This design comes from an exercise in tuning for small area, a short achievable clock period and few clock cycles on the open sky130 flow, not from production work.
Where RTL was checked, it was by simulation tests only, not by an equivalence proof against the original.
Function not checked in runs 6 and 7: the RTL went through the layout flow alone.
Power is estimated from default activity; no workload was simulated.

**config.mk**
```make
export PLATFORM = sky130hd
export DESIGN_NAME = t43dr_codec
export DESIGN_NICKNAME = t43dr_codec
export VERILOG_FILES = /design/flow/design.v
export SDC_FILE = /design/flow/constraint.sdc
export NUM_CORES = 4
export LEC_CHECK = 0
export ABC_AREA = 1
export CAP_MARGIN = 20
export CORE_MARGIN = 2
export CORE_UTILIZATION = 40
export CTS_BUF_LIST = sky130_fd_sc_hd__clkbuf_8
export SETUP_SLACK_MARGIN = 2.0
export SLEW_MARGIN = 20
```
**constraint.sdc**
```tcl
create_clock -name core_clock -period 4.0 [get_ports {clk}]
set_input_delay 0.8000 -clock core_clock [delete_from_list [all_inputs] [get_ports {clk}]]
set_output_delay 0.8000 -clock core_clock [all_outputs]
set_load 0.01 [all_outputs]
```
**design.v**
```verilog
module t43dr_encoder (
    input  wire        clk,
    input  wire        rst,
    input  wire        start_valid,
    output wire        start_ready,
    input  wire [7:0]  cmd,
    input  wire [15:0] len,
    input  wire        data_valid,
    output wire        data_ready,
    input  wire [7:0]  data,
    output wire        wire_valid,
    input  wire        wire_ready,
    output wire [7:0]  wire_data,
    output reg         size_err
);
    localparam [7:0] START = 8'h02;
    localparam [7:0] END   = 8'h03;
    localparam [7:0] ESC   = 8'h1B;
    reg s_idle, s_rej, s_cmd, s_lenh, s_lenl, s_data, s_chk, s_end;
    reg [9:0] cnt;        
    reg [7:0] sum;
    reg       wv;         
    reg       ef;         
    reg [7:0] wd;
    function is_marker(input [7:0] b);
        is_marker = (b == START) || (b == END) || (b == ESC);
    endfunction
    assign wire_valid = wv;
    assign wire_data  = ef ? ESC : wd;
    wire can_load = wire_ready && !ef;
    reg hdr_rdy;
    reg dat_rdy;
    assign start_ready = wire_ready && hdr_rdy;
    assign data_ready  = wire_ready && dat_rdy;
    wire too_long = (|len[15:10]) || (len[9] && (|len[8:0]));
    reg  hdr_seen;
    reg  hdr_long;
    wire go    = s_idle && hdr_seen && !hdr_long;    
    wire d_in  = s_data && data_valid;
    wire load  = can_load && (go || s_cmd || s_lenh || s_lenl || d_in || s_chk || s_end);
    wire [7:0] val = ({8{s_idle}} & START)
                   | ({8{s_cmd}}  & cmd)
                   | ({8{s_lenh}} & {6'd0, cnt[9:8]})
                   | ({8{s_lenl}} & cnt[7:0])
                   | ({8{s_data}} & data)
                   | ({8{s_chk}}  & sum)
                   | ({8{s_end}}  & END);
    wire mk = (s_cmd  && is_marker(cmd))
           || (s_lenh && (cnt[9:8] == 2'd2))
           || (s_lenl && is_marker(cnt[7:0]))
           || (s_data && is_marker(data))
           || (s_chk  && is_marker(sum));
    wire cnt_zero = (cnt == 10'd0);
    wire cnt_one  = (cnt == 10'd1);
    wire n_idle = (s_idle && !go && !(hdr_seen && hdr_long)) || (s_idle && go && !can_load)
               || (s_rej && wire_ready) || (s_end && can_load);
    wire n_rej  = (s_idle && hdr_seen && hdr_long) || (s_rej && !wire_ready);
    wire n_cmd  = (go && can_load) || (s_cmd && !can_load);
    wire n_lenh = (s_cmd && can_load) || (s_lenh && !can_load);
    wire n_lenl = (s_lenh && can_load) || (s_lenl && !can_load);
    wire n_data = (s_lenl && can_load && !cnt_zero) || (s_data && !(d_in && can_load && cnt_one));
    wire n_chk  = (s_lenl && can_load && cnt_zero) || (d_in && can_load && cnt_one) || (s_chk && !can_load);
    wire n_end  = (s_chk && can_load) || (s_end && !can_load);
    wire n_ef = load ? mk : (ef && !wire_ready);
    always @(posedge clk) begin
        if (can_load)
            wd <= val;
        if (load && s_cmd)
            sum <= cmd;
        else if (load && (s_lenh || s_lenl || s_data))
            sum <= sum ^ val;
        if (load && s_cmd)
            cnt <= len[9:0];
        else if (load && s_data)
            cnt <= cnt - 10'd1;
        hdr_long <= too_long;
    end
    always @(posedge clk) begin
        if (rst) begin
            s_idle   <= 1'b1;
            s_rej    <= 1'b0;
            s_cmd    <= 1'b0;
            s_lenh   <= 1'b0;
            s_lenl   <= 1'b0;
            s_data   <= 1'b0;
            s_chk    <= 1'b0;
            s_end    <= 1'b0;
            wv       <= 1'b0;
            ef       <= 1'b0;
            size_err <= 1'b0;
            hdr_rdy  <= 1'b0;
            dat_rdy  <= 1'b0;
            hdr_seen <= 1'b0;
        end else begin
            s_idle   <= n_idle;
            s_rej    <= n_rej;
            s_cmd    <= n_cmd;
            s_lenh   <= n_lenh;
            s_lenl   <= n_lenl;
            s_data   <= n_data;
            s_chk    <= n_chk;
            s_end    <= n_end;
            size_err <= s_rej && wire_ready;
            ef       <= n_ef;
            if (load)
                wv <= 1'b1;
            else if (wire_ready && !ef)
                wv <= 1'b0;
            hdr_rdy  <= n_cmd || n_rej;
            dat_rdy  <= n_data && !n_ef;
            hdr_seen <= start_valid && !start_ready;
        end
    end
endmodule
module t43dr_decoder (
    input  wire        clk,
    input  wire        rst,
    input  wire        clear,
    input  wire        in_valid,
    output wire        in_ready,
    input  wire [7:0]  in_data,
    output reg         out_valid,
    input  wire        out_ready,
    output reg         out_last,
    output wire [7:0]  out_data,
    output wire [2:0]  out_status,
    output wire [7:0]  out_cmd,
    output wire [15:0] out_len
);
    reg st_cmd;     
    reg st_lh;      
    reg st_ll;      
    reg st_dat;     
    reg st_chk;     
    reg st_we;      
    reg esc;
    reg [7:0] cmd_r;
    reg [9:0] P;
    reg [9:0] Q;
    reg       h_big;    
    reg [7:0] sum;
    reg [7:0] ev_r;
    assign out_cmd    = cmd_r;
    assign out_len    = {Q[5:0], P};
    assign out_data   = ev_r;
    assign out_status = ev_r[2:0];
    assign in_ready = out_ready;
    wire fire = in_valid && out_ready;
    wire c_cmd = st_cmd && !clear;
    wire c_lh  = st_lh  && !clear;
    wire c_ll  = st_ll  && !clear;
    wire c_dat = st_dat && !clear;
    wire c_chk = st_chk && !clear;
    wire c_we  = st_we  && !clear;
    wire c_esc = esc    && !clear;
    wire c_in  = c_cmd || c_lh || c_ll || c_dat || c_chk || c_we;    
    wire is_se   = (in_data[7:1] == 7'b0000001);    
    wire is_esc  = (in_data == 8'h1B);
    wire literal = c_esc || !(is_se || is_esc);
    wire e_esc   = !c_esc && is_esc;                 
    wire e_start = !c_esc && is_se && !in_data[0];
    wire e_end   = !c_esc && is_se &&  in_data[0];
    wire len_big  = h_big || (P[9] && (|in_data));
    wire len_zero = !h_big && (P[9:8] == 2'd0) && (in_data == 8'd0);
    wire cnt_last = (Q == 10'd1);
    wire n_cmd = e_start || (c_cmd && e_esc);
    wire n_lh  = (c_cmd && literal) || (c_lh && e_esc);
    wire n_ll  = (c_lh  && literal) || (c_ll && e_esc);
    wire n_dat = (c_ll  && literal && !len_big && !len_zero)
              || (c_dat && literal && !cnt_last) || (c_dat && e_esc);
    wire n_chk = (c_ll  && literal && len_zero)
              || (c_dat && literal && cnt_last) || (c_chk && e_esc);
    wire n_we  = (c_chk && literal) || (c_we && e_esc);
    wire ev_size = c_ll && literal && len_big;
    wire ev_dat  = c_dat && literal;
    wire ev_end  = e_end && c_we;
    wire ev      = ev_size || ev_dat || (c_we && literal) || (e_end && c_in);
    wire [2:0] ev_status = ev_size ? 3'd3 :
                           ev_end  ? {1'b0, (sum != 8'h00), 1'b0} : 3'd4;
    always @(posedge clk) begin
        if (st_cmd)
            cmd_r <= in_data;
        if (st_lh) begin
            P[9:8] <= in_data[1:0];
            Q      <= {4'd0, in_data[7:2]};
            h_big  <= (|in_data[7:2]) || (&in_data[1:0]);
        end
        if (st_ll) begin
            P[7:0] <= in_data;
            if (!len_big)
                Q <= {P[9:8], in_data};
        end
        if (st_dat && fire && literal && !clear)
            Q <= Q - 10'd1;
        if (fire && literal)
            sum <= c_cmd ? in_data : (sum ^ in_data);
        if (out_ready) begin
            out_last <= !ev_dat;
            ev_r     <= {in_data[7:3], ev_dat ? in_data[2:0] : ev_status};
        end
    end
    always @(posedge clk) begin
        if (rst) begin
            st_cmd    <= 1'b0;
            st_lh     <= 1'b0;
            st_ll     <= 1'b0;
            st_dat    <= 1'b0;
            st_chk    <= 1'b0;
            st_we     <= 1'b0;
            esc       <= 1'b0;
            out_valid <= 1'b0;
        end else begin
            if (out_ready)
                out_valid <= in_valid && ev;
            if (fire) begin
                st_cmd <= n_cmd;
                st_lh  <= n_lh;
                st_ll  <= n_ll;
                st_dat <= n_dat;
                st_chk <= n_chk;
                st_we  <= n_we;
                esc    <= e_esc;
            end else if (clear) begin
                st_cmd <= 1'b0;
                st_lh  <= 1'b0;
                st_ll  <= 1'b0;
                st_dat <= 1'b0;
                st_chk <= 1'b0;
                st_we  <= 1'b0;
                esc    <= 1'b0;
            end
        end
    end
endmodule
module t43dr_codec (
    input  wire        clk,
    input  wire        rst,
    input  wire        tx_start_valid,
    output wire        tx_start_ready,
    input  wire [7:0]  tx_cmd,
    input  wire [15:0] tx_len,
    input  wire        tx_data_valid,
    output wire        tx_data_ready,
    input  wire [7:0]  tx_data,
    output wire        txw_valid,
    input  wire        txw_ready,
    output wire [7:0]  txw_data,
    output wire        tx_size_err,
    input  wire        rx_clear,
    input  wire        rx_valid,
    output wire        rx_ready,
    input  wire [7:0]  rx_data,
    output wire        rxo_valid,
    input  wire        rxo_ready,
    output wire        rxo_last,
    output wire [7:0]  rxo_data,
    output wire [2:0]  rxo_status,
    output wire [7:0]  rxo_cmd,
    output wire [15:0] rxo_len
);
    t43dr_encoder u_enc (
        .clk         (clk),
        .rst         (rst),
        .start_valid (tx_start_valid),
        .start_ready (tx_start_ready),
        .cmd         (tx_cmd),
        .len         (tx_len),
        .data_valid  (tx_data_valid),
        .data_ready  (tx_data_ready),
        .data        (tx_data),
        .wire_valid  (txw_valid),
        .wire_ready  (txw_ready),
        .wire_data   (txw_data),
        .size_err    (tx_size_err)
    );
    t43dr_decoder u_dec (
        .clk        (clk),
        .rst        (rst),
        .clear      (rx_clear),
        .in_valid   (rx_valid),
        .in_ready   (rx_ready),
        .in_data    (rx_data),
        .out_valid  (rxo_valid),
        .out_ready  (rxo_ready),
        .out_last   (rxo_last),
        .out_data   (rxo_data),
        .out_status (rxo_status),
        .out_cmd    (rxo_cmd),
        .out_len    (rxo_len)
    );
endmodule
```
**flow/run.sh**
```bash
#!/bin/bash
# Standard ORFS layout, with the port buffers made of a small, fast buffer
# instead of the default delay buffer.
set -euo pipefail
PORTBUF=${PORTBUF:-sky130_fd_sc_hd__buf_1}
bash standard.sh "BUFFER_PORTS_ARGS=-buffer_cell $PORTBUF" finish > standard.log 2>&1
```
**standard.sh**
```bash
#!/bin/bash
# synth_recipe.tcl (not shown) runs the flow's synth.tcl, then flattens the netlist and writes it again
# the make line also repeats each setting of config.mk as NAME=value (left out here)
make -C /OpenROAD-flow-scripts/flow DESIGN_CONFIG=/design/flow/config.mk WORK_HOME=/design/flow/orfs CLKGATE_MAP_FILE= SYNTH_SCRIPT=/design/flow/synth_recipe.tcl "${@:-finish}"
```
==> results of run 1 <==
[routing by layer]
metal / track usage, % / up-vias / wire length [um]
li1: - / 2203 / -
met2: 30.3 / 136 / 5750
met3: 3.22 / 8 / 704
met5: 0 / - / 0
met4: 4.31 / 0 / 104
met1: 27.1 / 2014 / 6110
[final cells by class]
cell class | count | area, um2 | share of cell area, %
clock buffer | 9 | 124 | 2.12
clock inverter | 6 | 62.6 | 1.07
inverter | 87 | 347 | 5.93
multi-input combinational | 416 | 2140 | 36.6
sequential | 95 | 2530 | 43.2
tap | 172 | 215 | 3.68
timing repair buffer | 101 | 429 | 7.34
[Yosys cell counts]
master,number,share of area (%)
buf_6,2,0.44
nand3_2,2,0.39
edfxtp_1,62,37
nand2_2,4,0.49
nand4_1,8,0.99
o211ai_1,2,0.30
nor4_1,5,0.62
o21ai_0,39,3.8
buf_4,10,1.5
ha_1,7,1.7
inv_1,81,6.0
nand2_4,2,0.44
buf_2,6,0.59
o221ai_1,2,0.35
clkbuf_1,3,0.22
nand3b_1,5,0.74
dfxtp_1,33,13
o21bai_1,2,0.30
inv_2,3,0.22
a31oi_1,5,0.62
a32o_1,1,0.20
xnor2_1,1,0.17
or2_2,6,0.74
nor3b_1,1,0.15
or2_1,1,0.12
nand2_1,153,11
o21ai_2,2,0.35
nor2_4,3,0.67
nand3_1,37,3.7
nor2_1,64,4.7
a21oi_1,23,2.3
nor2_8,1,0.39
inv_4,3,0.37
o22ai_1,4,0.49
xor2_1,19,3.3
nor3_1,7,0.69
o21ai_1,9,0.89
[stage by stage]
step	cells	setup slack (ns)	cell area, um2
after CTS	884	2.00	5800
after global routing	886	1.99	5850
final	886	2.02	5850
after floorplan	618	1.94	5120
after detailed placement	867	1.30	5570
after global placement	867	1.34	5570
[registers in the layout (all words and copies together), names as in the netlist, 8 cells and up, named ones only]
| name | count |
|---|---|
| u_dec.ev_r | 8 |
| u_enc.cnt | 10 |
| u_dec.sum | 8 |
| u_dec.Q | 10 |
| u_enc.wd | 8 |
| u_dec.cmd_r | 8 |
| u_enc.sum | 8 |
| u_dec.P | 10 |
[cells in the final DEF (no fill, tap or decap), types with 9 or more instances in the layout]
cell	n
nand2_1	153
nor2_1	63
inv_1	79
nand3_1	37
buf_1	82
dfxtp_1	32
o21ai_0	39
edfxtp_1	62
xor2_1	19
clkbuf_8	9
a21oi_1	21
clkbuf_2	12
[worst max-delay path: stages]
cell	delay (ns)
buf_6	0.12
nand2_1	0.05
inv_1	0.09
buf_6	0.11
[cell families (layout without fill, tap and decap cells)]
logic type	count (synthesis)	count (layout)	share of synthesized area, %
AOI/OAI and AO/OA	89	89	9.60
xor gates and xnor gates	20	20	3.45
adders and majority gates	7	7	1.73
buffers and inverters	108	203	9.33
DFF	95	95	49.7
and+or+nand+nor	299	300	26.2
[how the worst max path moves through the flow]
stage              start             end  depth (start not counted)
3_5_place_dp   txw_ready    u_enc.cnt[2]                          7
2_1_floorplan  txw_ready    u_enc.cnt[0]                          6
3_3_place_gp   txw_ready    u_enc.cnt[8]                          7
5_1_grt         u_enc.ef     txw_data[0]                          2
6_report       txw_ready  tx_start_ready                          4
4_1_cts         u_enc.ef     txw_data[0]                          2
[where the power goes]
part           internal, mW  leakage (nW)  switching, mW
Combinational        0.0725          1.47          0.134
Clock                 0.283        0.0849          0.341
Sequential             1.08         0.843         0.0207
Total                  1.43          2.40          0.496
[timing repair]
| action | CTS | global route |
|---|---|---|
| resized for setup | 9 | 15 |
| gates cloned | 0 | 1 |
| hold buffers | 0 | 0 |
| endpoints found under the hold margin | 0 | 0 |
| setup endpoints to repair | 50 | 20 |
| buffers inserted | 2 | 1 |
| pin swaps | 1 | 1 |
==> flow_summary_export.csv, run 1 <==
group,metric,value,unit
detailed_routing,totalWireLength,12700,um
grt,antenna_found_initial,0,
detailed_routing,antenna_left,0,
timing,rsz0062_at_grt,"yes",
grt,grt_pass1_wl,20000,um
timing,fmax,0.506,GHz
min_path,hold_path_end,"u_dec.out_valid",
place,port_buffers,97,
job,max-cap-violations,0,
final_layout,num-fill-cells,1250,
floorplan,die-area,0.0136,mm2
grt,grt_overflow_total,0,
timing,drv_slew,0,
detailed_routing,first_pass_iters,5,
detailed_routing,vias,4361,
floorplan,core_area,0.0125,mm2
clocking,clk-insertion-delay-late,0.37,ns
clocking,cts_tree,"yes",
timing,skew,0.0154,ns
synth,synth_cell_types,37,
grt,grt_pass1_vias,4045,
setup_path,critical_path_required,3.20,ns
timing,min_period_over_period,49.5,%
clocking,cts_buffers,9,
clocking,cts_buffer_depth,2,
timing,tns,0,ns
grt,grt.total_usage,19.0,%
detailed_routing,wl_per_cell,14.3,um
final_layout,fin_nets,765,
floorplan,ios,98,
final_layout,area_growth,15.3,%
clocking,htree_levels,3,
detailed_routing,drt-initial-drc-count,269,
setup_path,path_class,"in -> out",
final_layout,drive_gt1_share,9.52,%
detailed_routing,avgViaCountPerCell,4.92,
setup_path,path_max_fanout,4,
setup_path,worst_setup_path_end_kind,"primary output",
floorplan,start_util,40.5,%
setup_path,r2r_setup_slack,2.21,ns
clocking,clock_sinks,95,
synth,netlist_instances,618,
floorplan,die-height,117,um
setup_path,cp-start-kind,"input port",
min_path,hp-start,"u_dec.out_valid",
clocking,clock-root-buffer,"clkbuf_8",
synth,ys_warn_count,2,
synth,synth_seq_cells,95,
floorplan,die_w,117,um
power_and_ir_drop,p_total,1.93,mW
grt,grt_max_degree,21,
timing,holdWs,0.474,ns
timing,setup_viol,0,
synth,syn_area,0.00507,mm2
floorplan,row_count,41,
status,status,"complete, no violations",
setup_path,crit_arrival,1.18,ns
clocking,clk_pin_slew,0.08,ns
power_and_ir_drop,power.density,330,mW/mm2
final_layout,final_core_util,46.7,%
place,gp_routability_congestion,0.849,
synth,avgSynthCellArea,8.21,um2
place,hpwl,9500,um
final_layout,antennaDiodeCount,0,
timing,worst_pin_slew,0.728,ns
power_and_ir_drop,peakVddDrop,0.222,mV
setup_path,r2r_start,"u_enc.s_cmd",
setup_path,rr_worst_depth,5,
power_and_ir_drop,p_leak,2.40,nW
timing,slew_headroom,51.4,%
timing,hold_viol,0,
timing,period_needed,1.98,ns
min_path,hold_path_depth,2,
synth,syn-num-nets,673,
detailed_routing,drc,0,
synth,ys_seq_area_share,49.7,%
min_path,hold_path_class,"reg -> reg",
setup_path,reg2reg_to,"u_enc.sum[1]",
Testbench counts, summed over its fixed seeds: cycles 75,669.
==> inputs of run 2 (changes only) <==
--- a/config.mk
+++ b/config.mk
@@ -7,3 +7,2 @@
 export LEC_CHECK = 0
-export ABC_AREA = 1
 export CAP_MARGIN = 20
@@ -12,3 +11,3 @@
 export CTS_BUF_LIST = sky130_fd_sc_hd__clkbuf_8
-export SETUP_SLACK_MARGIN = 2.0
+export SETUP_SLACK_MARGIN = 2.1
 export SLEW_MARGIN = 20
==> run 2 against run 1 <==
Cell area is 1.7% higher. Hold slack better by 0.0055 ns. Synthesized cell count is 26% lower. Still clean on timing, DRC and antenna.
==> flow_summary_export.csv, run 2 <==
group,metric,value,unit
status,status,"complete, no violations",
place,port_buffers,97,
detailed_routing,vias,3848,
power_and_ir_drop,p_total,1.83,mW
place,hpwl,7960,um
timing,fmax,0.515,GHz
synth,yosys.area.top_type,"edfxtp_1",
detailed_routing,avgViaCountPerCell,5.44,
floorplan,die-height,113,um
final_layout,fin_nets,614,
timing,tns,0,ns
clocking,cts_tree,"yes",
place,dp_cells,664,
power_and_ir_drop,p_leak,2.16,nW
setup_path,critical_path.cell_chain,"buf_8 > and2_4 > buf_6",
synth,syn-num-nets,510,
setup_path,critical_path_required,3.20,ns
grt,grt_pass1_vias,3805,
final_layout,layout.cells.non_filler,707,
floorplan,core_area,0.0116,mm2
synth,async_flop_share,0,%
detailed_routing,totalWireLength,11600,um
final_layout,final_cell_mix,"76 x buf_1, 62 x edfxtp_1, 44 x nor2_1",
final_layout,layout_commonest_cell,"buf_1",
place,dpl_worst_slack,1.07,ns
floorplan,die_w,113,um
clocking,clk_pin_slew,0.10,ns
synth,synth_seq_cells,95,
timing,rsz0062_at_grt,"yes",
floorplan,ios,98,
job,max-cap-violations,0,
timing,hold_viol,0,
power_and_ir_drop,peakVddDrop,0.282,mV
setup_path,worst_setup_path_end_kind,"primary output",
clocking,cts_buffers,9,
clocking,clock_sinks,95,
setup_path,cp-start-kind,"input port",
clocking,htree_levels,3,
final_layout,drive_gt1_share,19.3,%
synth,yosysTopAreaCellShare,38.9,%
detailed_routing,wl_per_cell,16.4,um
timing,slew_headroom,31.4,%
floorplan,start_util,41.4,%
synth,synth_most_common_cell,"edfxtp_1",
synth,synth_ff_type,"edfxtp_1",
timing,holdWs,0.479,ns
detailed_routing,drt-initial-drc-count,196,
timing,period_needed,1.94,ns
timing,worst_pin_slew,1.03,ns
clocking,cts_buffer_depth,2,
power_and_ir_drop,power.density,307,mW/mm2
detailed_routing,antenna_left,0,
timing,postLayoutSetupSlackWorst,2.06,ns
setup_path,path_class,"in -> out",
grt,grt_pass1_wl,18500,um
clocking,clk-insertion-delay-late,0.39,ns
final_layout,antennaDiodeCount,0,
synth,ys_warn_count,2,
final_layout,reg.largest.list,"u_dec.P x10, u_dec.Q x10, u_enc.cnt x10",
final_layout,area_growth,24.4,%
setup_path,path_max_fanout,3,
detailed_routing,drc,0,
synth,syn_area,0.00478,mm2
timing,skew,0.00924,ns
grt,antenna_found_initial,0,
final_layout,fin_area,0.00595,mm2
synth,ys_seq_area_share,52.7,%
setup_path,crit_slowest_cell,"and2_4",
grt,grt.total_usage,18.3,%
clocking,clock-root-buffer,"clkbuf_8",
final_layout,final_core_util,51.4,%
synth,avgSynthCellArea,10.5,um2
timing,drv_slew,0,
timing,min_period_over_period,48.5,%
grt,grt_max_degree,23,
timing,setup_viol,0,
floorplan,die-area,0.0128,mm2
place,gp_routability_congestion,0.859,
synth,netlist_instances,455,
place,dpl-instance-area,0.00517,mm2
synth,synth_commonest_cells,"62 x edfxtp_1, 45 x nor2_1, 43 x nand2_1",
setup_path,critPathMaxStageDelay,0.13,ns
detailed_routing,first_pass_iters,5,
grt,grt_overflow_total,0,
setup_path,crit_arrival,1.14,ns
min_path,hold_path_class,"reg -> reg",
floorplan,row_count,39,
synth,yosys-top-cells-area,"edfxtp_1 39%, dfxtp_1 14%, xnor2_1 3.8%, a21oi_1 3.8%, nor2_1 3.5%",
synth,synth_cell_types,60,
synth,synth_edf_count,62,
==> run 2: cell families after synthesis <==
| family | Yosys count | synth area share, % |
|---|---|---|
| compound gates | 97 | 13.9 |
| xor+xnor | 27 | 4.95 |
| fa+ha+maj | 7 | 1.83 |
| buf+inv | 44 | 5.28 |
| flops | 95 | 52.7 |
| mux | 14 | 3.04 |
| simple gates | 171 | 18.3 |
==> run 2: what timing repair did <==
action,CTS,global route
hold buffers,0,0
endpoints found under the hold margin,0,0
pin swaps,6,14
endpoints found under the setup margin,78,57
buffers inserted,10,15
resized for setup,52,50
cloned,1,1
==> run 2: cell type report <==
cell class,instances,area (um2)
fill,1041,5620
sequential,95,2530
multi-input combinational,317,2230
timing repair buffer,125,773
tap,143,179
clock buffer,9,124
clock inverter,7,53.8
inverter,11,53.8
==> run 2: path summary, 6_finish.rpt <==
kind / from / end / slack [ns] / depth (start not counted)
max reg2reg: u_enc.cnt[0] / u_enc.ef / 2.22 / 7
min: u_enc.s_rej / u_enc.size_err / 0.48 / 2
max: txw_ready / tx_start_ready / 2.06 / 3
min reg2reg: u_enc.s_rej / u_enc.size_err / 0.48 / 2
==> run 2: routing by layer <==
| metal | wire (um) | track usage, % |
|---|---|---|
| met1 | 4860 | 21.3 |
| met2 | 5900 | 31.5 |
| met3 | 479 | 4.66 |
| met4 | 323 | 8.78 |
| met5 | 0 | 0 |
==> run 2: critical path, delay by kind of cell <==
family / cells / cell delay (ns)
buf+inv: 2 / 0.21
simple gates: 1 / 0.13
==> run 2: report_power, final <==
| group | internal, mW | switching, mW |
|---|---|---|
| Clock | 0.234 | 0.361 |
| Combinational | 0.0715 | 0.0873 |
| Sequential | 1.06 | 0.0130 |
==> inputs of run 3 (changes only) <==
--- a/config.mk
+++ b/config.mk
@@ -11,3 +11,3 @@
 export CTS_BUF_LIST = sky130_fd_sc_hd__clkbuf_8
-export SETUP_SLACK_MARGIN = 2.1
+export SETUP_SLACK_MARGIN = 2.0
 export SLEW_MARGIN = 20
==> run 3 against run 2 <==
Global-route usage decreased by 0.37 points. Non-clock buffer count decreased by 13. Area after synthesis unchanged. Clock-buffer cell count unchanged. Setup slack got worse by 0.022 ns. Still clean on timing, DRC and antenna. Final cell count decreased by 2.0%. Core utilization decreased by 2.9 points. Hold slack got worse by 0.023 ns. Critical path type unchanged. Sequential power about the same. Wire length decreased by 3.2%.
==> flow_summary_export.csv, run 3 <==
group,metric,value,unit
clocking,cts_tree,"yes",
timing,fmax,0.510,GHz
place,gp_routability_congestion,0.857,
clocking,cts_buffers,9,
grt,grt_pass1_vias,3731,
min_path,hp-start,"u_enc.s_rej",
detailed_routing,drt-initial-drc-count,213,
place,hpwl,8030,um
synth,synth_seq_cells,95,
clocking,clk_pin_slew,0.09,ns
synth,synth_most_common_cell,"edfxtp_1",
detailed_routing,vias,3798,
setup_path,cp_top_family,"buffers and inverters",
floorplan,start_util,41.4,%
timing,slew_headroom,32.6,%
setup_path,path_class,"in -> out",
timing,worst_pin_slew,1.01,ns
synth,avgSynthCellArea,10.5,um2
detailed_routing,first_pass_iters,5,
floorplan,row_count,39,
synth,yosys.area.top_type,"edfxtp_1",
floorplan,core_area,0.0116,mm2
timing,holdWs,0.457,ns
setup_path,path_max_fanout,6,
final_layout,layout.cells.non_filler,693,
grt,grt.total_usage,17.9,%
detailed_routing,drc,0,
floorplan,die-height,113,um
power_and_ir_drop,p_total,1.79,mW
final_layout,drive_gt1_share,14.7,%
place,port_buffers,97,
power_and_ir_drop,p_leak,2.03,nW
synth,yosys-top-cells-area,"edfxtp_1 39%, dfxtp_1 14%, xnor2_1 3.8%, a21oi_1 3.8%, nor2_1 3.5%",
synth,async_flop_share,0,%
setup_path,cp-startpoint,"txw_ready",
synth,ys_seq_area_share,52.7,%
floorplan,ios,98,
job,max-cap-violations,0,
final_layout,fin_nets,600,
clocking,clk-insertion-delay-late,0.38,ns
clocking,clock-root-buffer,"clkbuf_8",
detailed_routing,totalWireLength,11200,um
synth,yosysTopAreaCellShare,38.9,%
synth,syn_area,0.00478,mm2
place,dp_cells,665,
power_and_ir_drop,power.density,319,mW/mm2
synth,synth_cell_types,60,
synth,synthAdderAreaFrac,1.83,%
setup_path,crit_slowest_cell,"buf_2",
status,status,"complete, no violations",
setup_path,critPathMaxStageDelay,0.13,ns
final_layout,area_growth,17.2,%
synth,synth_xor_area_share,4.95,%
grt,grt_max_degree,23,
final_layout,reg.largest.list,"u_dec.P x10, u_dec.Q x10, u_enc.cnt x10",
synth,netlist_instances,455,
detailed_routing,antenna_left,0,
synth,synth_top_family_by_area,"simple AND/OR/NAND/NOR gates",
clocking,hold_buffers,0,
synth,synth_ff_type,"edfxtp_1",
setup_path,crit_arrival,1.16,ns
grt,grt_overflow_total,0,
timing,drv_slew,0,
grt,antenna_found_initial,0,
final_layout,antennaDiodeCount,0,
synth,synth_edf_count,62,
final_layout,num-fill-cells,1091,
timing,postLayoutSetupSlackWorst,2.04,ns
detailed_routing,avgViaCountPerCell,5.48,
timing,skew,0.0115,ns
setup_path,critical_path.cell_chain,"buf_6 > and2_1 > buf_2",
timing,period_needed,1.96,ns
detailed_routing,wl_per_cell,16.2,um
floorplan,die-area,0.0128,mm2
final_layout,layout_commonest_cell,"buf_1",
clocking,clock_sinks,95,
timing,hold_viol,0,
final_layout,final_cell_mix,"77 x buf_1, 62 x edfxtp_1, 45 x nor2_1",
synth,synth_compound_area_share,13.9,%
timing,tns,0,ns
clocking,htree_levels,3,
setup_path,worst_setup_path_end_kind,"primary output",
place,dpl_worst_slack,1.14,ns
synth,ys_warn_count,2,
timing,min_period_over_period,49.1,%
synth,synthSimpleGateAreaFrac,18.3,%
grt,grt_pass1_wl,18200,um
setup_path,critical_path_required,3.20,ns
synth,synth_commonest_cells,"62 x edfxtp_1, 45 x nor2_1, 43 x nand2_1",
setup_path,cp-start-kind,"input port",
floorplan,die_w,113,um
power_and_ir_drop,peakVddDrop,0.319,mV
synth,muxShareOfSynthArea,3.04,%
timing,setup_viol,0,
timing,rsz0062_at_grt,"yes",
min_path,hold_path_class,"reg -> reg",
clocking,cts_buffer_depth,2,
synth,syn-num-nets,510,
setup_path,cp_num_buf_inv,2,
==> run 3: stage by stage <==
| step | cell area, um2 | utilization, % |
|---|---|---|
| after global routing | 5610 | 48.5 |
| after detailed placement | 5160 | 44.6 |
| after global placement | 5160 | 44.6 |
| after CTS | 5530 | 47.9 |
| final | 5610 | 48.5 |
| after floorplan | 4810 | - |
==> run 3: kinds of logic after synthesis <==
kind of cell | Yosys count
and+or+nand+nor | 171
AOI/OAI and AO/OA | 97
DFF | 95
buffers and inverters | 44
xor gates and xnor gates | 27
muxes | 14
adders and majority gates | 7
==> run 3: power breakdown <==
part,internal [mW],switching [mW]
clock network,0.228,0.350
logic,0.0557,0.0813
registers,1.06,0.0130
total,1.35,0.444
==> run 3: path summary, 6_finish.rpt <==
check	cells past startpoint	slack (ns)	endpoint
setup / recovery	3	2.04	tx_data_ready
hold / removal	2	0.46	u_enc.size_err
setup reg to reg	4	2.15	u_enc.sum[7]
hold reg to reg	2	0.46	u_enc.size_err
==> run 3: cell type report <==
| cell class | count | area (um2) | area share [%] |
|---|---|---|---|
| flip-flops and latches | 95 | 2530 | 45.1 |
| inverters | 11 | 46.3 | 0.826 |
| repair buffers | 112 | 568 | 10.1 |
| multi-input cells | 316 | 2110 | 37.6 |
| well taps | 143 | 179 | 3.19 |
| clock inverters | 7 | 51.3 | 0.915 |
| clock buffers | 9 | 124 | 2.21 |
==> run 3: worst register-to-register path, cell delays in order (launching register included) <==
cell	delay (ns)
dfxtp_1	0.59
nor3_1	0.13
a31oi_1	0.35
nand2_1	0.16
o21ai_2	0.25
==> run 3: routing by layer <==
metal / GRT usage (%) / vias to the layer above / wire length (um) / share of wire (%)
met5: 0 / - / 0 / 0
li1: - / 1850 / - / -
met1: 21.3 / 1798 / 4620 / 41
met4: 6.59 / 0 / 234 / 2.1
met2: 30.5 / 129 / 5640 / 50
met3: 5.68 / 21 / 700 / 6.3
==> run 3: what timing repair did <==
item / CTS / global route
hold endpoints to repair: 0 / 0
setup endpoints to repair: 72 / 41
pin swaps: 3 / 3
resized for setup: 41 / 20
buffers inserted: 8 / 4
==> inputs of run 4 (changes only) <==
--- a/config.mk
+++ b/config.mk
@@ -11,2 +11,3 @@
 export CTS_BUF_LIST = sky130_fd_sc_hd__clkbuf_8
+export PLACE_DENSITY = 0.8
 export SETUP_SLACK_MARGIN = 2.0
==> run 4 against run 3 <==
Critical path depth is 4 higher. Wire length is 1.5% higher. Area after synthesis stayed put. Clock power is 1% lower. Hold slack improved by 0.0038 ns. Global-route usage down 0.21 points. Clock skew grew 0.0051 ns. Critical path type is now in -> reg. Largest power group unchanged.
==> flow_summary_export.csv, run 4 <==
group,metric,value,unit
setup_path,cp-startpoint,"rx_data[4]",
floorplan,ios,98,
setup_path,crit_arrival,2.27,ns
detailed_routing,totalWireLength,11400,um
min_path,hold_path_class,"reg -> reg",
floorplan,row_count,39,
power_and_ir_drop,peakVddDrop,0.204,mV
final_layout,area_growth,17.5,%
floorplan,core_area,0.0116,mm2
timing,drv_slew,0,
synth,yosys.area.top_type,"edfxtp_1",
timing,slew_headroom,31.6,%
synth,yosys-top-cells-area,"edfxtp_1 39%, dfxtp_1 14%, xnor2_1 3.8%, a21oi_1 3.8%, nor2_1 3.5%",
floorplan,die-height,113,um
final_layout,layout_commonest_cell,"buf_1",
clocking,hold_buffers,0,
clocking,clock_sinks,95,
detailed_routing,drc,0,
grt,grt_overflow_total,0,
clocking,clock-root-buffer,"clkbuf_8",
power_and_ir_drop,p_int,1.34,mW
clocking,htree_levels,3,
timing,postLayoutSetupSlackWorst,2.02,ns
synth,netlist_instances,455,
place,dpl-instance-area,0.00516,mm2
synth,synth_seq_cells,95,
timing,setup_viol,0,
grt,grt_max_degree,31,
clocking,cts_buffer_depth,2,
setup_path,rr_worst_depth,5,
floorplan,die-area,0.0128,mm2
synth,avgSynthCellArea,10.5,um2
power_and_ir_drop,power.density,317,mW/mm2
synth,syn_area,0.00478,mm2
final_layout,fin_nets,597,
grt,grt_pass1_vias,3679,
place,hpwl,8120,um
place,port_buffers,97,
final_layout,fin_area,0.00562,mm2
power_and_ir_drop,clock_power_share,32.0,%
synth,synth_commonest_cells,"62 x edfxtp_1, 45 x nor2_1, 43 x nand2_1",
power_and_ir_drop,seqPwrFrac,60.4,%
final_layout,final_cell_mix,"77 x buf_1, 62 x edfxtp_1, 45 x nor2_1",
setup_path,worst_setup_path_end_kind,"register",
timing,tns,0,ns
synth,ys_seq_area_share,52.7,%
power_and_ir_drop,p_sw,0.437,mW
power_and_ir_drop,p_leak,2.02,nW
setup_path,r2r_setup_slack,2.03,ns
place,gp_routability_congestion,0.901,
timing,period_needed,1.98,ns
final_layout,antennaDiodeCount,0,
timing,holdWs,0.461,ns
setup_path,path_max_fanout,11,
floorplan,start_util,41.4,%
synth,synth_edf_count,62,
detailed_routing,avgViaCountPerCell,5.60,
clocking,cts_tree,"yes",
synth,ys_warn_count,2,
grt,antenna_found_initial,0,
timing,worst_pin_slew,1.03,ns
power_and_ir_drop,switching_share,24.6,%
timing,fmax,0.506,GHz
place,dpl_worst_slack,1.13,ns
timing,min_period_over_period,49.4,%
synth,synth_most_common_cell,"edfxtp_1",
final_layout,drive_gt1_share,14.8,%
timing,skew,0.0166,ns
final_layout,reg.largest.list,"u_dec.P x10, u_dec.Q x10, u_enc.cnt x10",
setup_path,r2r_start,"u_enc.ef",
clocking,clk-insertion-delay-late,0.38,ns
power_and_ir_drop,p_comb_share,7.6,%
synth,syn-num-nets,510,
floorplan,die_w,113,um
setup_path,reg2reg_to,"u_enc.sum[3]",
grt,grt.total_usage,17.7,%
synth,synth_cell_types,60,
synth,synth_ff_type,"edfxtp_1",
clocking,cts_buffers,9,
setup_path,critical_path_required,4.30,ns
setup_path,cp-start-kind,"input port",
timing,rsz0062_at_grt,"yes",
synth,yosysTopAreaCellShare,38.9,%
detailed_routing,drt-initial-drc-count,255,
status,status,"complete, no violations",
job,max-cap-violations,0,
synth,async_flop_share,0,%
timing,hold_viol,0,
detailed_routing,vias,3865,
clocking,clk_pin_slew,0.09,ns
setup_path,endpoint,"u_dec.Q[9]",
detailed_routing,antenna_left,0,
detailed_routing,first_pass_iters,5,
setup_path,path_class,"in -> reg",
grt,grt_pass1_wl,18100,um
detailed_routing,wl_per_cell,16.5,um
[run 4: metrics by stage]
step,instances,utilization (%),total power [mW]
2_1_floorplan,455,-,1.17
3_3_place_gp,665,44.6,1.22
3_5_place_dp,665,44.6,1.22
4_1_cts,690,47.4,1.78
5_1_grt,690,48.6,1.84
6_report,690,48.6,1.78
[run 4: power groups by stage]
stage	Clock [mW]	Sequential [mW]	Combinational [mW]
final	0.570	1.08	0.136
after CTS	0.581	1.08	0.128
after global routing	0.616	1.08	0.149
after floorplan	0	1.10	0.0719
after global placement	0	1.10	0.118
after detailed placement	0	1.10	0.120
[run 4: repair_timing]
item | 4_1_cts | 5_1_grt
buffers inserted | 9 | 0
endpoints found under the setup margin | 67 | 37
resized for setup | 28 | 45
pin swaps | 3 | 2
[run 4: area by class of cell]
class                      instances  area [um2]
fill                            1043        5950
clock buffer                       9         124
clock inverter                     7        50.0
tap                              143         179
inverter                          11        48.8
sequential                        95        2530
timing repair buffer             109         561
multi-input combinational        316        2130
[run 4: worst min path at each step]
stage	slack [ns]	endpoint	cells after the start	start
after detailed placement	0.45	u_enc.size_err	2	u_enc.s_rej
after global placement	0.45	u_enc.size_err	2	u_enc.s_rej
after CTS	0.46	u_enc.size_err	2	u_enc.s_rej
after global routing	0.50	u_enc.size_err	2	u_enc.s_rej
final	0.46	u_enc.size_err	2	u_enc.s_rej
after floorplan	0.43	u_enc.size_err	2	u_enc.s_rej
[run 4: routing by layer]
layer  vias to the layer above  GRT usage, %  routed length [um]
li1                       1843             -                   -
met2                       160          30.3                5700
met1                      1844          22.0                4810
met5                         -             0                   0
met4                         0          4.96                 150
met3                        18          4.87                 712
[run 4: worst max-delay path, cell delays in order]
cell and delay (ns):
buf_2 0.17, and3_2 0.27, o2111ai_4 0.24, buf_6 0.15
nand4_4 0.13, or3_4 0.41, o211ai_1 0.10
[run 4: cell families after synthesis]
kind of cell	count (synthesis)	share of synthesized area, %
mux	14	3.04
compound gates	97	13.9
simple gates	171	18.3
xor+xnor	27	4.95
buf+inv	44	5.28
flops	95	52.7
fa+ha+maj	7	1.83
==> inputs of run 5 (changes only) <==
--- a/config.mk
+++ b/config.mk
@@ -9,5 +9,4 @@
 export CORE_MARGIN = 2
-export CORE_UTILIZATION = 40
+export CORE_UTILIZATION = 60
 export CTS_BUF_LIST = sky130_fd_sc_hd__clkbuf_8
-export PLACE_DENSITY = 0.8
 export SETUP_SLACK_MARGIN = 2.0
==> run 5 against run 4 <==
Register-to-register slack improved by 0.16 ns. Clock-buffer cell count did not move. Synthesized cell count unchanged. Wire length decreased by 7.0%. Maximum frequency shrank 0.66%. Core utilization increased by 23 points. Sequential cell count stayed put. Area after synthesis unchanged. Non-clock buffer count grew 1. Critical path type is now in -> out. Largest cell class unchanged. Largest power group unchanged. Highest routed layer unchanged.
==> flow_summary_export.csv, run 5 <==
group,metric,value,unit
synth,synth_commonest_cells,"62 x edfxtp_1, 45 x nor2_1, 43 x nand2_1",
synth,synth_edf_count,62,
setup_path,r2r_setup_slack,2.19,ns
synth,syn-num-nets,510,
synth,netlist_instances,455,
timing,hold_viol,0,
detailed_routing,drc,0,
synth,synth_most_common_cell,"edfxtp_1",
detailed_routing,vias,3817,
setup_path,critical_path_required,3.20,ns
grt,antenna_found_initial,0,
clocking,clock_sinks,95,
setup_path,crit_arrival,1.19,ns
setup_path,r2r_start,"u_dec.Q[2]",
detailed_routing,antenna_left,0,
setup_path,path_class,"in -> out",
clocking,cts_tree,"yes",
setup_path,reg2reg_to,"u_dec.Q[9]",
synth,syn_area,0.00478,mm2
timing,rsz0062_at_grt,"yes",
place,port_buffers,97,
clocking,hold_buffers,0,
setup_path,rr_worst_depth,5,
timing,slew_headroom,30.4,%
floorplan,core_area,0.00773,mm2
detailed_routing,avgViaCountPerCell,5.87,
clocking,cts_buffers,9,
detailed_routing,wl_per_cell,16.3,um
grt,grt_max_degree,23,
timing,holdWs,0.466,ns
floorplan,start_util,61.9,%
place,gp_routability_congestion,0.858,
synth,synth_cell_types,60,
power_and_ir_drop,p_total,1.88,mW
floorplan,die-height,93.3,um
power_and_ir_drop,p_int,1.42,mW
grt,grt.total_usage,24.9,%
final_layout,antennaDiodeCount,0,
synth,yosys-top-cells-area,"edfxtp_1 39%, dfxtp_1 14%, xnor2_1 3.8%, a21oi_1 3.8%, nor2_1 3.5%",
detailed_routing,wl_met1,4450,um
clocking,clock-root-buffer,"clkbuf_8",
setup_path,cp-start-kind,"input port",
power_and_ir_drop,p_sw,0.461,mW
detailed_routing,drt-initial-drc-count,231,
setup_path,cp-startpoint,"txw_ready",
job,max-cap-violations,0,
timing,skew,0.00995,ns
detailed_routing,totalWireLength,10600,um
final_layout,area_growth,16.3,%
synth,ys_seq_area_share,52.7,%
min_path,hold_path_class,"reg -> reg",
detailed_routing,route.met3.wl,572,um
detailed_routing,first_pass_iters,5,
place,hpwl,7530,um
power_and_ir_drop,peakVddDrop,0.154,mV
final_layout,final_cell_mix,"82 x buf_1, 62 x edfxtp_1, 44 x nor2_1",
timing,drv_slew,0,
setup_path,worst_setup_path_end_kind,"primary output",
synth,synth_ff_type,"edfxtp_1",
timing,tns,0,ns
timing,fmax,0.503,GHz
power_and_ir_drop,clock_power_share,35.8,%
detailed_routing,highest_layer,"met4",
synth,synth_seq_cells,95,
power_and_ir_drop,p_leak,2.01,nW
final_layout,reg.largest.list,"u_dec.P x10, u_dec.Q x10, u_enc.cnt x10",
final_layout,regArea,0.00253,mm2
timing,worst_pin_slew,1.04,ns
synth,ys_warn_count,2,
final_layout,num-fill-cells,592,
clocking,clk-insertion-delay-late,0.36,ns
grt,grt_pass1_vias,3493,
status,status,"complete, no violations",
synth,yosysTopAreaCellShare,38.9,%
clocking,cts_buffer_depth,2,
timing,postLayoutSetupSlackWorst,2.01,ns
grt,grt_overflow_total,0,
final_layout,layout_commonest_cell,"buf_1",
floorplan,ios,98,
timing,min_period_over_period,49.7,%
power_and_ir_drop,p_comb_share,7.0,%
final_layout,multi_input_area,0.00211,mm2
clocking,htree_levels,3,
grt,grt_pass1_wl,16900,um
timing,period_needed,1.99,ns
synth,avgSynthCellArea,10.5,um2
detailed_routing,wl_met2,5370,um
floorplan,row_count,32,
clocking,clk_pin_slew,0.10,ns
synth,yosys.area.top_type,"edfxtp_1",
final_layout,drive_gt1_share,14.1,%
place,dpl_worst_slack,1.18,ns
floorplan,die_w,93.3,um
floorplan,die-area,0.00870,mm2
synth,async_flop_share,0,%
power_and_ir_drop,seqPwrFrac,57.2,%
timing,setup_viol,0,
power_and_ir_drop,power.density,338,mW/mm2
setup_path,endpoint,"tx_data_ready",
power_and_ir_drop,switching_share,24.5,%
setup_path,path_max_fanout,6,
final_layout,fin_nets,598,
[run 5: worst min path at each step]
stage,from,cells past startpoint,to
2_1_floorplan,u_enc.s_rej,2,u_enc.size_err
3_3_place_gp,u_enc.s_rej,2,u_enc.size_err
3_5_place_dp,u_enc.s_rej,2,u_enc.size_err
4_1_cts,u_enc.s_rej,2,u_enc.size_err
5_1_grt,u_enc.s_rej,2,u_enc.size_err
6_report,u_enc.s_rej,2,u_enc.size_err
[run 5: power by group through the flow]
stage                     Clock, mW  Combinational [mW]  Sequential [mW]
after global routing          0.718               0.145             1.08
final                         0.672               0.132             1.07
after CTS                     0.677               0.127             1.07
after detailed placement          0               0.119             1.10
after floorplan                   0              0.0719             1.10
after global placement            0               0.116             1.10
[run 5: stage by stage]
step	utilization, %	instance area, um2	cells
after floorplan	-	4810	455
after global placement	66.0	5100	623
after detailed placement	66.0	5100	623
after CTS	70.6	5460	647
after global routing	72.0	5560	650
final	72.0	5560	650
[run 5: layer usage]
layer / GRT usage, % / vias to the layer above
li1: - / 1851
met2: 42.7 / 148
met3: 2.90 / 20
met1: 32.3 / 1798
met5: 0 / -
met4: 10.0 / 0
[run 5: layout make-up]
type,instances,share of cell area [%]
Sequential cell,95,45.5
Multi-Input combinational cell,316,37.9
Timing Repair Buffer,110,9.74
Tap cell,102,2.30
Clock buffer,9,2.23
Clock inverter,7,1.53
Inverter,11,0.833
[run 5: worst max-delay path: stages]
cell,delay [ns]
buf_4,0.14
and2_1,0.13
clkbuf_2,0.12
[run 5: kinds of logic after synthesis]
| family | synth area share [%] |
|---|---|
| and+or+nand+nor | 18.3 |
| AOI/OAI and AO/OA | 13.9 |
| DFF | 52.7 |
| buffers and inverters | 5.28 |
| xor gates and xnor gates | 4.95 |
| muxes | 3.04 |
| adders and majority gates | 1.83 |
[run 5: timing repair]
action,CTS,global route
setup buffers,8,3
endpoints found under the hold margin,0,0
resized for setup,26,24
pin swaps,2,4
endpoints found under the setup margin,72,26
==> inputs of run 6 (changes only) <==
--- a/design.v
+++ b/design.v
@@ -30,6 +30,4 @@
     wire can_load = wire_ready && !ef;
-    reg hdr_rdy;
-    reg dat_rdy;
-    assign start_ready = wire_ready && hdr_rdy;
-    assign data_ready  = wire_ready && dat_rdy;
+    assign start_ready = wire_ready && (s_cmd || s_rej);
+    assign data_ready  = wire_ready && s_data && !ef;
     wire too_long = (|len[15:10]) || (len[9] && (|len[8:0]));
@@ -90,4 +88,2 @@
             size_err <= 1'b0;
-            hdr_rdy  <= 1'b0;
-            dat_rdy  <= 1'b0;
             hdr_seen <= 1'b0;
@@ -108,4 +104,2 @@
                 wv <= 1'b0;
-            hdr_rdy  <= n_cmd || n_rej;
-            dat_rdy  <= n_data && !n_ef;
             hdr_seen <= start_valid && !start_ready;
--- a/flow/run.sh
+++ b/flow/run.sh
@@ -4,3 +4,3 @@
 set -euo pipefail
-PORTBUF=${PORTBUF:-sky130_fd_sc_hd__buf_1}
+PORTBUF=${PORTBUF:-sky130_fd_sc_hd__buf_2}
 bash standard.sh "BUFFER_PORTS_ARGS=-buffer_cell $PORTBUF" finish > standard.log 2>&1
--- a/config.mk
+++ b/config.mk
@@ -9,3 +9,3 @@
 export CORE_MARGIN = 2
-export CORE_UTILIZATION = 60
+export CORE_UTILIZATION = 40
 export CTS_BUF_LIST = sky130_fd_sc_hd__clkbuf_8
==> run 6 against run 5 <==
Final cell count rose by 8.6%. Clock skew rose by 0.0019 ns. Critical path type unchanged. Still clean on timing, DRC and antenna. Maximum frequency fell by 5.3%. Power fell by 7.0%. Wire length rose by 11%. Via count rose by 2.0%.
==> flow_summary_export.csv, run 6 <==
group,metric,value,unit
setup_path,crit_arrival,1.30,ns
timing,fmax,0.476,GHz
grt,grt.total_usage,18.7,%
setup_path,path_max_fanout,7,
min_path,hold_path_class,"reg -> reg",
floorplan,die_w,112,um
timing,min_period_over_period,52.5,%
clocking,hold_buffers,0,
grt,antenna_found_initial,1,
synth,netlist_instances,456,
synth,syn_area,0.00470,mm2
detailed_routing,drt-initial-drc-count,223,
timing,rsz0062_at_grt,"yes",
final_layout,area_growth,23.8,%
clocking,cts_buffers,9,
final_layout,layout_commonest_cell,"buf_2",
grt,grt_max_degree,29,
clocking,clock-root-buffer,"clkbuf_8",
floorplan,row_count,39,
clocking,clock_sinks,93,
setup_path,crit_slowest_cell,"and2_4",
timing,drv_slew,0,
power_and_ir_drop,power.density,300,mW/mm2
setup_path,cp_top_family,"buffers and inverters",
synth,yosysTopAreaCellShare,39.6,%
timing,hold_viol,0,
grt,grt_pass1_vias,3720,
final_layout,final_cell_mix,"85 x buf_2, 62 x edfxtp_1, 55 x nand2_1",
setup_path,worst_setup_path_end_kind,"primary output",
final_layout,regArea,0.00250,mm2
setup_path,critPathMaxStageDelay,0.15,ns
synth,ys_seq_area_share,52.8,%
clocking,cts_buffer_depth,2,
detailed_routing,wl_per_cell,16.6,um
final_layout,drive_gt1_share,31.0,%
timing,setup_viol,0,
setup_path,r2r_setup_slack,2.03,ns
synth,avgSynthCellArea,10.3,um2
synth,yosys-top-cells-area,"edfxtp_1 40%, dfxtp_1 13%, nand2_1 4.4%, xnor2_1 3.7%, nor2_1 3.1%",
synth,synth_ff_type,"edfxtp_1",
setup_path,cpMostUsedCell,"buf_6",
final_layout,reg.largest.list,"u_dec.P x10, u_dec.Q x10, u_enc.cnt x10",
floorplan,start_util,41.0,%
grt,grt_pass1_wl,18900,um
timing,slew_headroom,53.4,%
power_and_ir_drop,peakVddDrop,0.163,mV
floorplan,core_area,0.0115,mm2
setup_path,critical_path.cell_chain,"buf_6 > nand2b_4 > inv_8 > and2_4 > buf_6",
final_layout,multi_input_area,0.00219,mm2
detailed_routing,avgViaCountPerCell,5.52,
setup_path,critical_path_required,3.20,ns
setup_path,path_class,"in -> out",
grt,grt_overflow_total,0,
detailed_routing,antenna_left,0,
synth,synth_commonest_cells,"62 x edfxtp_1, 55 x nand2_1, 39 x nor2_1",
timing,skew,0.0118,ns
timing,period_needed,2.10,ns
floorplan,ios,98,
detailed_routing,totalWireLength,11700,um
place,hpwl,8220,um
timing,worst_pin_slew,0.698,ns
floorplan,die-area,0.0126,mm2
power_and_ir_drop,p_leak,2.17,nW
timing,tns,0,ns
status,status,"complete, no violations",
clocking,clk-insertion-delay-late,0.37,ns
clocking,cts_tree,"yes",
clocking,clk_pin_slew,0.08,ns
final_layout,fin_nets,612,
detailed_routing,vias,3895,
synth,synth_edf_count,62,
clocking,htree_levels,3,
job,max-cap-violations,0,
synth,yosys.area.top_type,"edfxtp_1",
synth,syn-num-nets,511,
final_layout,final_core_util,50.7,%
place,gp_routability_congestion,0.896,
place,port_buffers,97,
synth,synth_seq_cells,93,
synth,synth_cell_types,65,
final_layout,num-fill-cells,1056,
setup_path,cp_num_buf_inv,3,
synth,synth_most_common_cell,"edfxtp_1",
detailed_routing,drc,0,
floorplan,die-height,112,um
synth,ys_warn_count,2,
detailed_routing,first_pass_iters,5,
setup_path,cp-start-kind,"input port",
synth,async_flop_share,0,%
## run 6: per-layer routing
metal	track usage [%]	share of wire, %
met5	0	0
met4	6.34	1.4
met3	3.19	5.5
met2	31.9	48
met1	24.2	45
## run 6: worst reg2reg max path, stage by stage (launching register included)
cell and delay (ns):
dfxtp_4 0.37, inv_4 0.07, ha_4 0.13, or3b_4 0.39, or3_4 0.34, o31ai_2 0.24
a21oi_1 0.06, a221o_1 0.26
## run 6: final cells by class
type,count,area share [%]
multi-input combinational,327,37.6
timing repair buffer,120,13.0
sequential,93,42.9
tap,143,3.08
clock buffer,10,2.37
clock inverter,6,0.409
antenna,1,0.0430
inverter,6,0.559
## run 6: final timing paths
| kind | from | endpoint | depth (start not counted) |
|---|---|---|---|
| setup / recovery | txw_ready | tx_data_ready | 5 |
| setup reg to reg | u_dec.Q[0] | u_dec.Q[6] | 7 |
| hold reg to reg | u_enc.s_rej | u_enc.size_err | 2 |
| hold / removal | u_enc.s_rej | u_enc.size_err | 2 |
## run 6: power breakdown
| group | switching, mW | total, mW | internal (mW) |
|---|---|---|---|
| sequential | 0.0133 | 1.05 | 1.04 |
| clock | 0.314 | 0.545 | 0.231 |
| combinational | 0.0833 | 0.148 | 0.0652 |
| total | 0.410 | 1.75 | 1.34 |
## run 6: cell families after synthesis
kind of cell | synth area share, %
XOR/XNOR | 4.29
adder cells (fa/ha/maj) | 1.86
AO/OA/AOI/OAI | 15.6
buffers and inverters | 4.13
flip-flops | 52.8
multiplexers | 1.28
AND/OR/NAND/NOR | 20.0
## run 6: repair_timing
| item | CTS | global route |
|---|---|---|
| gates resized for setup | 31 | 32 |
| setup buffers | 9 | 13 |
| endpoints found under the setup margin | 66 | 24 |
| pin swaps | 5 | 8 |
| hold endpoints to repair | 0 | 0 |
## run 6: through the flow
stage / power [mW] / setup slack, ns / cells / hold slack, ns / instance area, um2
after floorplan: 1.15 / 1.85 / 456 / 0.443 / 4760
after global placement: 1.20 / 1.40 / 667 / 0.461 / 5240
after detailed placement: 1.21 / 1.34 / 667 / 0.466 / 5240
after CTS: 1.75 / 1.86 / 692 / 0.468 / 5590
after global routing: 1.82 / 1.87 / 705 / 0.497 / 5820
final: 1.75 / 1.90 / 706 / 0.473 / 5820
==> inputs of run 7 (changes only) <==
--- a/flow/run.sh
+++ b/flow/run.sh
@@ -4,3 +4,3 @@
 set -euo pipefail
-PORTBUF=${PORTBUF:-sky130_fd_sc_hd__buf_2}
+PORTBUF=${PORTBUF:-sky130_fd_sc_hd__buf_1}
 bash standard.sh "BUFFER_PORTS_ARGS=-buffer_cell $PORTBUF" finish > standard.log 2>&1
==> run 7 against run 6 <==
Clock-buffer cell count shrank 1. Final cell count grew 0.42%. Sequential cell count is the same. Die area is the same. First-iteration DRC count grew 13%. Critical endpoint unchanged. Largest cell class unchanged. Highest routed layer unchanged.
==> flow_summary_export.csv, run 7 <==
group,metric,value,unit
status,status,"complete, no violations",
timing,holdWs,0.488,ns
clocking,cts_buffers,9,
power_and_ir_drop,power.density,311,mW/mm2
floorplan,row_count,39,
synth,synth_commonest_cells,"62 x edfxtp_1, 55 x nand2_1, 39 x nor2_1",
setup_path,path_max_fanout,2,
timing,skew,0.00877,ns
setup_path,path_class,"in -> out",
grt,grt_overflow_total,0,
grt,grt_pass1_vias,3681,
synth,syn-num-nets,511,
detailed_routing,antenna_left,0,
timing,period_needed,2.07,ns
setup_path,cp-startpoint,"txw_ready",
timing,min_period_over_period,51.8,%
grt,grt.total_usage,18.8,%
final_layout,fin_area,0.00567,mm2
floorplan,die-area,0.0126,mm2
min_path,hold_path_class,"reg -> reg",
detailed_routing,drt-initial-drc-count,251,
job,max-cap-violations,0,
final_layout,fin_nets,616,
synth,synth_cell_types,65,
setup_path,worst_setup_path_end_kind,"primary output",
grt,antenna_found_initial,0,
timing,worst_pin_slew,0.911,ns
setup_path,cp-start-kind,"input port",
detailed_routing,vias,3896,
timing,fmax,0.482,GHz
place,port_buffers,97,
place,dpl_worst_slack,1.09,ns
synth,ys_seq_area_share,52.8,%
final_layout,drive_gt1_share,17.5,%
min_path,hp-start,"u_enc.s_rej",
clocking,clock_sinks,93,
detailed_routing,first_pass_iters,6,
synth,syn_area,0.00470,mm2
floorplan,ios,98,
place,hpwl,8180,um
floorplan,die-height,112,um
synth,avgSynthCellArea,10.3,um2
detailed_routing,totalWireLength,11800,um
synth,synth_edf_count,62,
final_layout,num-fill-cells,1066,
power_and_ir_drop,p_leak,1.93,nW
setup_path,r2r_start,"u_dec.Q[0]",
synth,synth_most_common_cell,"edfxtp_1",
timing,drv_slew,0,
grt,grt_max_degree,21,
clocking,clock-root-buffer,"clkbuf_8",
clocking,cts_buffer_depth,2,
grt,grt_pass1_wl,18800,um
setup_path,r2r_setup_slack,2.07,ns
power_and_ir_drop,p_total,1.77,mW
synth,ys_warn_count,2,
timing,setup_viol,0,
setup_path,critical_path_required,3.20,ns
clocking,cts_tree,"yes",
final_layout,antennaDiodeCount,0,
synth,netlist_instances,456,
place,dpl-instance-area,0.00514,mm2
power_and_ir_drop,peakVddDrop,0.197,mV
final_layout,layout_commonest_cell,"buf_1",
setup_path,critical_path.cell_chain,"buf_8 > nand2b_4 > inv_4 > and2_4 > buf_6",
setup_path,crit_arrival,1.27,ns
timing,hold_viol,0,
synth,yosys.area.top_type,"edfxtp_1",
synth,synth_seq_cells,93,
floorplan,start_util,41.0,%
timing,slew_headroom,39.3,%
floorplan,core_area,0.0115,mm2
clocking,htree_levels,3,
final_layout,reg.largest.list,"u_dec.P x10, u_dec.Q x10, u_enc.cnt x10",
final_layout,final_cell_mix,"83 x buf_1, 62 x edfxtp_1, 53 x nand2_1",
clocking,clk_pin_slew,0.09,ns
setup_path,critPathMaxStageDelay,0.15,ns
timing,tns,0,ns
synth,async_flop_share,0,%
detailed_routing,wl_per_cell,16.7,um
floorplan,die_w,112,um
timing,postLayoutSetupSlackWorst,1.93,ns
synth,synth_ff_type,"edfxtp_1",
place,gp_routability_congestion,0.897,
detailed_routing,avgViaCountPerCell,5.50,
detailed_routing,drc,0,
synth,yosys-top-cells-area,"edfxtp_1 40%, dfxtp_1 13%, nand2_1 4.4%, xnor2_1 3.7%, nor2_1 3.1%",
final_layout,area_growth,20.7,%
synth,yosysTopAreaCellShare,39.6,%
setup_path,crit_slowest_cell,"and2_4",
timing,rsz0062_at_grt,"yes",
clocking,clk-insertion-delay-late,0.38,ns
==> run 7: cell counts after synthesis <==
Identical to the previous run, type by type.
==> run 7: path summary, 6_finish.rpt <==
check | end | depth (start not counted)
worst max-delay path | tx_data_ready | 5
worst min-delay path | u_enc.size_err | 2
worst max register to register | u_dec.Q[6] | 7
worst min register to register | u_enc.size_err | 2
==> run 7: kinds of logic after synthesis <==
logic type / share of synthesized area, %
buf+inv: 4.13
flops: 52.8
simple gates: 20.0
xor+xnor: 4.29
compound gates: 15.6
mux: 1.28
fa+ha+maj: 1.86
==> run 7: routing by layer <==
metal | vias up | GRT usage, % | wire length, um
li1 | 1891 | - | -
met1 | 1840 | 24.8 | 5300
met2 | 150 | 31.1 | 5630
met3 | 15 | 3.94 | 702
met4 | 0 | 6.50 | 187
met5 | - | 0 | 0
==> run 7: repair_timing <==
| item | 4_1_cts | 5_1_grt |
|---|---|---|
| resized for setup | 31 | 34 |
| gates cloned | 0 | 0 |
| pin swaps | 2 | 12 |
| buffers inserted | 10 | 14 |
| hold buffers | 0 | 0 |
| setup endpoints to repair | 73 | 37 |
==> run 7: layout make-up <==
type | count | area [um2] | area share [%]
flip-flops and latches | 93 | 2490 | 44.0
multi-input cells | 327 | 2160 | 38.0
inverters | 6 | 25.0 | 0.441
repair buffers | 124 | 651 | 11.5
clock buffers | 9 | 124 | 2.18
clock inverters | 7 | 42.5 | 0.750
well taps | 143 | 179 | 3.15
==> run 7: power by group <==
group	total [mW]	internal [mW]	switching, mW
Sequential	1.05	1.04	0.0143
Clock	0.567	0.222	0.345
Combinational	0.145	0.0607	0.0840
Total	1.77	1.32	0.443
==> run 7: critical path, delay by kind of cell <==
kind | cells | cell delay, ns
buffers and inverters | 3 | 0.25
and+or+nand+nor | 2 | 0.22
==> run 7: per-stage QoR <==
stage | utilization, % | instances
global placement | 44.8 | 669
global route | 49.5 | 709
CTS | 47.6 | 695
finish | 49.5 | 709
detailed placement | 44.8 | 669
floorplan | - | 456
==> inputs of run 8 (changes only) <==
--- a/design.v
+++ b/design.v
@@ -30,4 +30,6 @@
     wire can_load = wire_ready && !ef;
-    assign start_ready = wire_ready && (s_cmd || s_rej);
-    assign data_ready  = wire_ready && s_data && !ef;
+    reg hdr_rdy;
+    reg dat_rdy;
+    assign start_ready = wire_ready && hdr_rdy;
+    assign data_ready  = wire_ready && dat_rdy;
     wire too_long = (|len[15:10]) || (len[9] && (|len[8:0]));
@@ -88,2 +90,4 @@
             size_err <= 1'b0;
+            hdr_rdy  <= 1'b0;
+            dat_rdy  <= 1'b0;
             hdr_seen <= 1'b0;
@@ -104,2 +108,4 @@
                 wv <= 1'b0;
+            hdr_rdy  <= n_cmd || n_rej;
+            dat_rdy  <= n_data && !n_ef;
             hdr_seen <= start_valid && !start_ready;
@@ -186,5 +192,5 @@
         end
-        if (st_dat && fire && literal && !clear)
+        if (st_dat && fire && !clear && !e_esc)
             Q <= Q - 10'd1;
-        if (fire && literal)
+        if (fire && !e_esc)
             sum <= c_cmd ? in_data : (sum ^ in_data);
==> run 8 against run 7 <==
First-iteration DRC count down 3.2%. Critical path depth shrank 3. Register-to-register slack improved by 0.11 ns. Clock power rose by 15%. Highest routed layer unchanged.
==> flow_summary_export.csv, run 8 <==
group,metric,value,unit
setup_path,critPathMaxStageDelay,0.39,ns
grt,grt_pass1_vias,3605,
synth,synth_most_common_cell,"edfxtp_1",
min_path,hold_path_class,"reg -> reg",
timing,fmax,0.499,GHz
floorplan,row_count,39,
synth,yosys.area.top_type,"edfxtp_1",
detailed_routing,vias,3802,
final_layout,final_core_util,48.4,%
status,status,"complete, no violations",
setup_path,path_max_fanout,10,
timing,setup_viol,0,
power_and_ir_drop,p_leak,1.91,nW
clocking,cts_buffer_depth,2,
timing,rsz0062_at_grt,"yes",
synth,ys_warn_count,2,
setup_path,critical_path_required,3.20,ns
setup_path,worst_setup_path_end_kind,"primary output",
synth,syn-num-nets,506,
place,gp_routability_congestion,0.864,
final_layout,drive_gt1_share,14.1,%
setup_path,crit_slowest_cell,"dfxtp_4",
clocking,clock_sinks,95,
synth,yosysTopAreaCellShare,39.4,%
place,dp_cells,665,
synth,yosys-top-cells-area,"edfxtp_1 39%, dfxtp_1 14%, nor2_1 4.0%, xnor2_1 3.9%, nand2_1 3.5%",
power_and_ir_drop,peakVddDrop,0.296,mV
place,dpl-instance-area,0.00517,mm2
synth,ys_seq_area_share,53.4,%
synth,netlist_instances,451,
power_and_ir_drop,power.density,334,mW/mm2
synth,synth_commonest_cells,"62 x edfxtp_1, 50 x nor2_1, 44 x nand2_1",
clocking,cts_tree,"yes",
floorplan,die_w,113,um
detailed_routing,wl_per_cell,16.3,um
setup_path,cp_top_family,"flip-flops",
timing,slew_headroom,52.6,%
setup_path,cp-start-kind,"register",
place,dpl_worst_slack,1.18,ns
timing,hold_viol,0,
synth,async_flop_share,0,%
final_layout,fin_area,0.00556,mm2
floorplan,start_util,41.2,%
synth,synth_cell_types,56,
grt,grt_max_degree,22,
timing,min_period_over_period,50.1,%
synth,synth_ff_type,"edfxtp_1",
final_layout,final_cell_mix,"84 x buf_1, 62 x edfxtp_1, 49 x nor2_1",
clocking,htree_levels,3,
final_layout,area_growth,17.7,%
grt,grt_pass1_wl,18400,um
synth,avgSynthCellArea,10.5,um2
clocking,clk_pin_slew,0.10,ns
timing,holdWs,0.477,ns
final_layout,fin_nets,603,
floorplan,core_area,0.0115,mm2
setup_path,critical_path.cell_chain,"or2_2 > buf_1",
timing,drv_slew,0,
final_layout,layout_commonest_cell,"buf_1",
clocking,clock-root-buffer,"clkbuf_8",
floorplan,ios,98,
timing,worst_pin_slew,0.705,ns
setup_path,crit_arrival,1.20,ns
final_layout,antennaDiodeCount,0,
setup_path,path_class,"reg -> out",
timing,skew,0.0104,ns
place,port_buffers,97,
detailed_routing,antenna_left,0,
final_layout,layout.cells.non_filler,696,
detailed_routing,drt-initial-drc-count,243,
job,max-cap-violations,0,
timing,tns,0,ns
setup_path,cp_num_buf_inv,1,
power_and_ir_drop,p_total,1.86,mW
grt,antenna_found_initial,0,
synth,syn_area,0.00472,mm2
place,hpwl,8010,um
final_layout,num-fill-cells,1072,
timing,period_needed,2.00,ns
detailed_routing,first_pass_iters,4,
floorplan,die-area,0.0127,mm2
detailed_routing,totalWireLength,11400,um
grt,grt_overflow_total,0,
synth,synth_edf_count,62,
grt,grt.total_usage,18.4,%
clocking,cts_buffers,9,
floorplan,die-height,113,um
final_layout,reg.largest.list,"u_dec.P x10, u_dec.Q x10, u_enc.cnt x10",
detailed_routing,drc,0,
detailed_routing,avgViaCountPerCell,5.46,
synth,synth_seq_cells,95,
timing,postLayoutSetupSlackWorst,2.00,ns
clocking,clk-insertion-delay-late,0.39,ns
run 8: cell types whose count changed after synthesis, moves of 5 or more:
cell	delta
nor3_1	-6
o2111ai_1	+5
o21ai_0	-18
nor2_1	+11
nand2_1	-11
run 8: timing repair:
action,CTS,global route
resized for setup,22,9
setup endpoints to repair,62,31
setup buffers,9,6
hold buffers,0,0
pin swaps,2,2
run 8: area by class of cell:
type / instances / area (um2) / area share, %
multi-input cells: 317 / 2060 / 37.1
repair buffers: 115 / 538 / 9.68
flip-flops and latches: 95 / 2530 / 45.5
clock inverters: 7 / 81.3 / 1.46
clock buffers: 9 / 124 / 2.23
inverters: 10 / 42.5 / 0.766
well taps: 143 / 179 / 3.22
run 8: final timing paths:
path                             startpoint              to  slack, ns  depth (start not counted)
worst max-delay path               u_enc.ef     txw_data[4]       2.00                          2
worst min-delay path            u_enc.s_rej  u_enc.size_err       0.48                          2
worst max register to register  u_enc.s_chk    u_enc.sum[1]       2.18                          4
worst min register to register  u_enc.s_rej  u_enc.size_err       0.48                          2
run 8: power by group:
part	switching [mW]	total (mW)	internal, mW
clock	0.401	0.652	0.252
combinational	0.0798	0.130	0.0503
sequential	0.0133	1.07	1.06
run 8: cell families after synthesis:
group	after synthesis	share of synthesized area, %
simple gates	176	18.8
compound gates	96	14.3
flops	95	53.4
buf+inv	39	4.11
xor+xnor	24	4.45
mux	14	3.07
fa+ha+maj	7	1.86
run 8: worst reg2reg max path: stages (launching register included):
cell,delay (ns)
dfxtp_1,0.65
a211oi_1,0.10
a31oi_1,0.28
nand2_1,0.19
o21ai_2,0.25
run 8: metal layers:
metal	track usage, %	wire, um	vias to the layer above
met1	25.7	5300	1784
met2	27.9	5110	142
met4	5.28	148	0
met5	0	0	-
li1	-	-	1867
met3	5.67	792	9
Testbench counts of run 8, summed over its fixed seeds: cycles 75,669.

## static timing again, ports no longer ideal
How much do the figures lean on ideal ports? The routed layouts below were timed once more, with nothing changed but the port constraints. Step 1: set_driving_cell puts a clkbuf_16 on clk and a buf_2 on each other input, an assumption about the parent block. Step 2, shift: input delay + t, output delay - t, t = (earliest + latest rising clock arrival at the registers) / 2. This alone moves slack from input paths to output paths. Slacks: ideal ports / drivers / drivers and shift; pairs: ideal ports / drivers.
| run | shift t [ns] | setup WS [ns] |
|---|---|---|
| run 1 | 0.393 | 2.022 / 1.974 / 1.732 |
| run 2 | 0.411 | 2.059 / 2.022 / 1.644 |
| run 3 | 0.405 | 2.038 / 2.007 / 1.641 |
| run 4 | 0.400 | 2.025 / 2.002 / 1.628 |
| run 5 | 0.391 | 2.012 / 1.990 / 1.686 |
| run 6 | 0.394 | 1.901 / 1.869 / 1.671 |
| run 7 | 0.404 | 1.927 / 1.888 / 1.634 |
| run 8 | 0.422 | 1.995 / 1.961 / 1.619 |
After both steps setup and hold are still met in every run listed.
